Background: an optimization exercise with open tools, aiming at small area. Do not read the settings as production practice.
Where RTL was checked, it was by simulation tests only, not by an equivalence proof against the original.
No activity file was given, so power comes from the tool's default toggle rates.

==> run a <==
## as608_fe
module as608_fe (
    input  wire        clk,
    input  wire        rst,
    input  wire        bus_valid,
    input  wire        bus_we,
    input  wire [17:0] bus_addr,
    input  wire [1:0]  bus_size,      
    input  wire [31:0] bus_wdata,
    output reg  [31:0] bus_rdata,
    output reg         bus_err,
    input  wire        rx_valid,
    input  wire [7:0]  rx_data,
    output wire        tx_valid,
    output wire [7:0]  tx_data,
    input  wire        tick,
    input  wire        port_fault,
    output wire        irq
);
    localparam [3:0] E_TIMEOUT = 4'h1, E_START = 4'h2, E_ADDRESS = 4'h3,
                     E_LENGTH = 4'h4, E_CHECKSUM = 4'h5, E_KIND = 4'h6, E_TRUNCATED = 4'h7,
                     E_OVERFLOW = 4'h8, E_TRANSPORT = 4'h9, E_ILLEGAL = 4'hA, E_TXLEN = 4'hB;
    localparam [3:0] PH_PAY = 4'd9,  PH_CK1 = 4'd10, PH_CK2 = 4'd11,
                     PH_PAYF = 4'd12, PH_CK1N = 4'd14;
    integer i;
    reg        st_done, st_errf, st_rej, st_rxovf;
    reg [3:0]  st_err;
    reg [2:0]  irq_en;
    reg [31:0] addr_r;
    reg [1:0]  pkt_r;
    reg [15:0] flim_r;
    reg [31:0] tmo_r;
    reg [31:0] txlen_r;
    reg [6:0]  rxlen_r;
    reg        rxi_v;         
    reg [1:0]  rxi_k;         
    reg [7:0]  rxi_conf;      
    reg        rxi_cv;
    reg [15:0] fcnt_r;
    reg        m_tx, m_rx;    
    reg        e_bulk;
    reg [31:0] e_adr;
    reg [15:0] e_lim;
    reg [31:0] e_tmo;
    reg [31:0] e_tcnt;        
    reg [3:0]  ph;
    reg [6:0]  ptr;           
    reg [6:0]  mrem;          
    reg [6:0]  rest;          
    reg [1:0]  e_cc;          
    reg [1:0]  fk;            
    reg [15:0] acc;
    reg        fl;            
    reg [511:0] txb;
    reg [511:0] rxb;
    reg [255:0] rq;
    reg [4:0]   rq_rd;
    reg [5:0]   rq_cnt;
    wire busy = m_tx | m_rx;
    wire [1:0] h_rgn = bus_addr[17:16];
  ...
==> flow/config.mk <==
export PLATFORM = sky130hd
export DESIGN_NAME = as608_fe
export DESIGN_NICKNAME = as608_fe
export VERILOG_FILES = /design/flow/design.v
export SDC_FILE = /design/flow/constraint.sdc
export NUM_CORES = 8
export LEC_CHECK = 0
export CAP_MARGIN = 20
export CORE_MARGIN = 2
export CORE_UTILIZATION = 55
export PLACE_DENSITY = 0.65
export SLEW_MARGIN = 20
==> flow/constraint.sdc <==
create_clock -name core_clock -period 15.0 [get_ports {clk}]
set_input_delay 3.0000 -clock core_clock [delete_from_list [all_inputs] [get_ports {clk}]]
set_output_delay 3.0000 -clock core_clock [all_outputs]
set_load 0.01 [all_outputs]
standard.sh (not shown) runs the stock make flow with config.mk's settings and CLKGATE_MAP_FILE= SYNTH_SCRIPT=/design/flow/synth_recipe.tcl, a recipe that flattens the netlist after the stock synthesis.
==> flow/flow/run.sh <==
#!/bin/bash
# Layout flow: ORFS synthesis with an area-oriented ABC mapping script (the
# registers come out exactly as in the standard synthesis, only the
# combinational mapping differs), then the standard layout steps with
# CTS settings that avoid dummy loads and oversized clock buffers.
set -euo pipefail
W=$(pwd)
F=$W/flow

# synthesis script: the standard flow's own, with ORFS's synth.tcl patched to use our ABC script
sed -e "s#^source \$::env(SCRIPTS_DIR)/synth_preamble.tcl#source \$::env(SCRIPTS_DIR)/synth_preamble.tcl\nset abc_args [lreplace \$abc_args 1 1 $F/area.abc]\nputs \"abc args: \$abc_args\"#" \
    "$FLOW_HOME/scripts/synth.tcl" > "$W/own_synth.tcl"
grep -q "lreplace" "$W/own_synth.tcl"
sed -e "s#^source \$::env(SCRIPTS_DIR)/synth.tcl#source $W/own_synth.tcl#" "$W/synth_recipe.tcl" > "$W/own_synth_recipe.tcl"
grep -q "own_synth.tcl" "$W/own_synth_recipe.tcl"

# the make command line of standard.sh, with our synthesis script
MK=$(grep '^make ' "$W/standard.sh")
SYNTH_MK=$(echo "$MK" | sed -e "s#SYNTH_SCRIPT=[^ ]*#SYNTH_SCRIPT=$W/own_synth_recipe.tcl#" -e 's#"\${@:-finish}"#synth#')
echo "$SYNTH_MK" > "$W/own_synth_cmd.txt"
bash -c "$SYNTH_MK" > "$W/own_synth.log" 2>&1

export CTS_ARGS="-sink_clustering_enable -repair_clock_nets -dont_use_dummy_load -buf_list sky130_fd_sc_hd__clkbuf_16 -sink_clustering_size 24 -sink_clustering_max_diameter 50"
export BUFFER_PORTS_ARGS="-buffer_cell sky130_fd_sc_hd__buf_1"
bash "$W/standard.sh" finish > "$W/own_layout.log" 2>&1
==> flow/flow/area.abc <==
strash
&get -n
&st
&syn4
&dch
&nf -a -R 1000 -p
&st
&syn2
&dch
&nf -a -R 1000 -p
&put
==> run b (differences from run a) <==
--- a/flow/design.v
+++ b/flow/design.v
@@ -43,13 +43,12 @@
     reg [31:0] e_tmo;
     reg [31:0] e_tcnt;        
     reg [3:0]  ph;
     reg [6:0]  ptr;           
     reg [6:0]  mrem;          
     reg [6:0]  rest;          
-    reg [1:0]  e_cc;          
     reg [1:0]  fk;            
     reg [15:0] acc;
     reg        fl;            
     reg [511:0] txb;
     reg [511:0] rxb;
     reg [255:0] rq;
@@ -176,23 +175,22 @@
     reg        conf_we;
     reg [15:0] n_fcnt;
     reg        n_tx, n_rx, n_bulk;
     reg        e_load;                   
     reg [3:0]  n_ph;
     reg [6:0]  n_ptr, n_mrem, n_rest;
-    reg [1:0]  n_cc;
     reg [1:0]  n_fk;
     reg [15:0] n_acc;
     reg        n_fl;
     reg [31:0] n_tcnt;
     reg        rb_we;
     reg        q_pop, q_push, q_flush;
     reg [5:0]  q_cnt1;
     reg [3:0]  cop;
     reg        illegal;
-    reg [6:0]  cap, mchunk;
+    reg [6:0]  cap, m0;
     reg [7:0]  m8;
     reg [8:0]  ovf_sum;
     reg        neq;
     reg        restart;
     reg [31:0] tc_base;
     reg        rx_go;
@@ -200,25 +198,25 @@
         n_done = st_done; n_errf = st_errf; n_rej = st_rej; n_rxovf = st_rxovf;
         n_err = st_err;
         n_rxlen = rxlen_r; n_rxi_v = rxi_v; n_rxi_k = rxi_k; n_rxi_cv = rxi_cv;
         conf_we = 1'b0;
         n_fcnt = fcnt_r;
         n_tx = m_tx; n_rx = m_rx; n_bulk = e_bulk; e_load = 1'b0;
-        n_ph = ph; n_ptr = ptr; n_mrem = mrem; n_rest = rest; n_fk = fk; n_cc = e_cc;
+        n_ph = ph; n_ptr = ptr; n_mrem = mrem; n_rest = rest; n_fk = fk;
         n_acc = acc; n_fl = fl;
         rb_we = 1'b0; q_pop = 1'b0; q_flush = 1'b0;
         restart = 1'b0;
         cop = bus_wdata[3:0];
         illegal = (cop >= 4'd6) || (bus_wdata[31:6] != 26'd0) ||
                   (bus_wdata[5:4] != 2'd0 && cop != 4'd1);
-        case (e_cc)
+        case (pkt_r)
             2'd0: cap = 7'd29;
             2'd1: cap = 7'd61;
             default: cap = 7'd127;
         endcase
-        mchunk = (rest < cap) ? rest : cap;
+        m0 = (txlen_r[6:0] < cap) ? txlen_r[6:0] : cap;
         m8 = q_b - 8'd3;
         ovf_sum = {2'b00, rxlen_r} + {1'b0, q_b};
         neq = (q_b != fbyte);
         if (w_cmd) begin
             if (busy) begin
                 if (bus_wdata != 32'd0) n_rej = 1'b1;
@@ -236,14 +234,19 @@
                 if (cop[0]) begin
                     if (txlen_r[31:7] != 25'd0 || (txlen_r[6] && txlen_r[5:0] != 6'd0)) begin
                         n_errf = 1'b1; n_err = E_TXLEN;
                     end else begin
                         n_tx = 1'b1;
                         n_fk = bus_wdata[5:4];
-                        n_rest = txlen_r[6:0];
-                        n_cc = cop[1] ? (pkt_r[1] ? 2'd2 : {1'b0, pkt_r[0]}) : 2'd2;
+                        if (cop[1]) begin
+                            n_mrem = m0;
+                            n_rest = txlen_r[6:0] - m0;
+                        end else begin
+                            n_mrem = txlen_r[6:0];
+                            n_rest = 7'd0;
+                        end
                     end
                 end else begin
                     n_rx = 1'b1;
                     n_rxlen = 7'd0; n_rxi_v = 1'b0; n_rxi_k = 2'd0; n_rxi_cv = 1'b0;
                 end
             end
@@ -258,16 +261,12 @@
         if (m_tx || rx_go) begin
             if (rx_go) q_pop = 1'b1;
             if ((ph[3:1] == 3'b011) || ph == 4'd8 || is_pay)
                 n_acc = acc + {8'h00, m_tx ? fbyte : q_b};
             if (ph[3] == 1'b0) begin
                 n_ph = ph + 4'd1;
-                if (m_tx && ph == 4'd0) begin
-                    n_mrem = mchunk;
-                    n_rest = rest - mchunk;
-                end
             end else if (ph == 4'd8) begin
                 n_ph = ((m_tx ? {1'b0, mrem} : m8) == 8'd0) ? PH_CK1N : PH_PAYF;
             end else if (is_pay) begin
                 n_ph = (mrem == 7'd1) ? PH_CK1 : PH_PAY;
                 n_ptr = ptr + 7'd1;
                 n_mrem = mrem - 7'd1;
@@ -279,12 +278,15 @@
         if (m_tx) begin
             if (is_ck2) begin
                 n_fcnt = fcnt_r + 16'd1;
                 n_ph = 4'd0; n_acc = 16'd0;
                 if (rest == 7'd0) begin
                     n_tx = 1'b0; n_done = 1'b1;
+                end else begin
+                    n_mrem = (rest > 7'd29) ? 7'd29 : rest;
+                    n_rest = (rest > 7'd29) ? rest - 7'd29 : 7'd0;
                 end
             end
         end else if (rx_go) begin
             if (ph == 4'd1 || ph == 4'd5) begin
                 if (fl || neq) begin
                     n_rx = 1'b0; n_errf = 1'b1; n_err = ph[2] ? E_ADDRESS : E_START;
@@ -330,14 +332,15 @@
             end
         end
         if (port_fault && busy && (n_tx || n_rx)) begin
             n_tx = 1'b0; n_rx = 1'b0; n_errf = 1'b1; n_err = E_TRANSPORT;
         end
         tc_base = (restart || e_load) ? 32'd1 : e_tcnt;
-        n_tcnt = tc_base + {31'd0, tick & m_rx};
+        n_tcnt = tc_base;
         if (tick && m_rx && n_rx) begin
+            n_tcnt = tc_base + 32'd1;
             if (tc_base == e_tmo) begin
                 n_rx = 1'b0; n_errf = 1'b1;
                 n_err = (n_ph == 4'd0) ? E_TIMEOUT : E_LENGTH;
             end
         end
         q_cnt1 = q_flush ? 6'd0 : rq_cnt - {5'd0, q_pop};
@@ -371,13 +374,13 @@
     always @(posedge clk) begin
         if (e_load) begin
             e_adr <= addr_r; e_lim <= flim_r; e_tmo <= tmo_r;
         end
         e_bulk <= n_bulk;
         e_tcnt <= n_tcnt;
-        ph <= n_ph; ptr <= n_ptr; mrem <= n_mrem; rest <= n_rest; fk <= n_fk; e_cc <= n_cc;
+        ph <= n_ph; ptr <= n_ptr; mrem <= n_mrem; rest <= n_rest; fk <= n_fk;
         acc <= n_acc; fl <= n_fl;
         if (conf_we) rxi_conf <= q_b;
         if (q_flush) rq_rd <= rq_rd + rq_cnt[4:0];
         else if (q_pop) rq_rd <= rq_rd + 5'd1;
     end
     wire [4:0] q_widx = rq_rd + rq_cnt[4:0];
--- a/flow/flow/run.sh
+++ b/flow/flow/run.sh
@@ -17,9 +17,9 @@
 # the make command line of standard.sh, with our synthesis script
 MK=$(grep '^make ' "$W/standard.sh")
 SYNTH_MK=$(echo "$MK" | sed -e "s#SYNTH_SCRIPT=[^ ]*#SYNTH_SCRIPT=$W/own_synth_recipe.tcl#" -e 's#"\${@:-finish}"#synth#')
 echo "$SYNTH_MK" > "$W/own_synth_cmd.txt"
 bash -c "$SYNTH_MK" > "$W/own_synth.log" 2>&1
 
-export CTS_ARGS="-sink_clustering_enable -repair_clock_nets -dont_use_dummy_load -buf_list sky130_fd_sc_hd__clkbuf_16 -sink_clustering_size 24 -sink_clustering_max_diameter 50"
+export CTS_ARGS="-sink_clustering_enable -repair_clock_nets -dont_use_dummy_load -buf_list sky130_fd_sc_hd__clkbuf_4 -sink_clustering_size 8 -sink_clustering_max_diameter 30"
 export BUFFER_PORTS_ARGS="-buffer_cell sky130_fd_sc_hd__buf_1"
 bash "$W/standard.sh" finish > "$W/own_layout.log" 2>&1
==> notes <==
Via count is the same in run b and run a.
Total power: run b is smaller than run a (about 7%).
Between run a and run b, the lower setup slack is in run a (gap 0.54 ns).
Against run b, the utilization of run a is higher by 0.50 points.
The RTL of run a was laid out without a check of its function.

-- what the ideal ports hide --
The flow's constraints put no driver on any port. The routed layouts listed below were extracted and timed again, unchanged, in two steps.
Step 1 assumes that a clkbuf_16 drives the clock port and a buf_2 every other input.
Step 2 adds t to the input delays and takes it off the output delays; t is the mean of the earliest and latest rising clock arrival at the registers after step 1. Input paths then give back, and output paths get back, about the clock's delay inside the block.
a / b / c = ideal ports / drivers / drivers and shift; a / b = the first two.
run | shift t [ns] | setup slack, ns | latest minus earliest clock arrival (ns) | worst register clock-pin slew, ns
run a | 0.854 | 5.137 / 5.137 / 4.789 | 0.108 / 0.108 | 0.09 / 0.09
run b | 1.398 | 5.672 / 5.672 / 5.672 | 0.136 / 0.136 | 0.10 / 0.10
After both steps every run listed still meets setup and hold. The setup slack of run a, which loses most, moves by 0.000 ns with the drivers and by -0.348 ns with both steps.
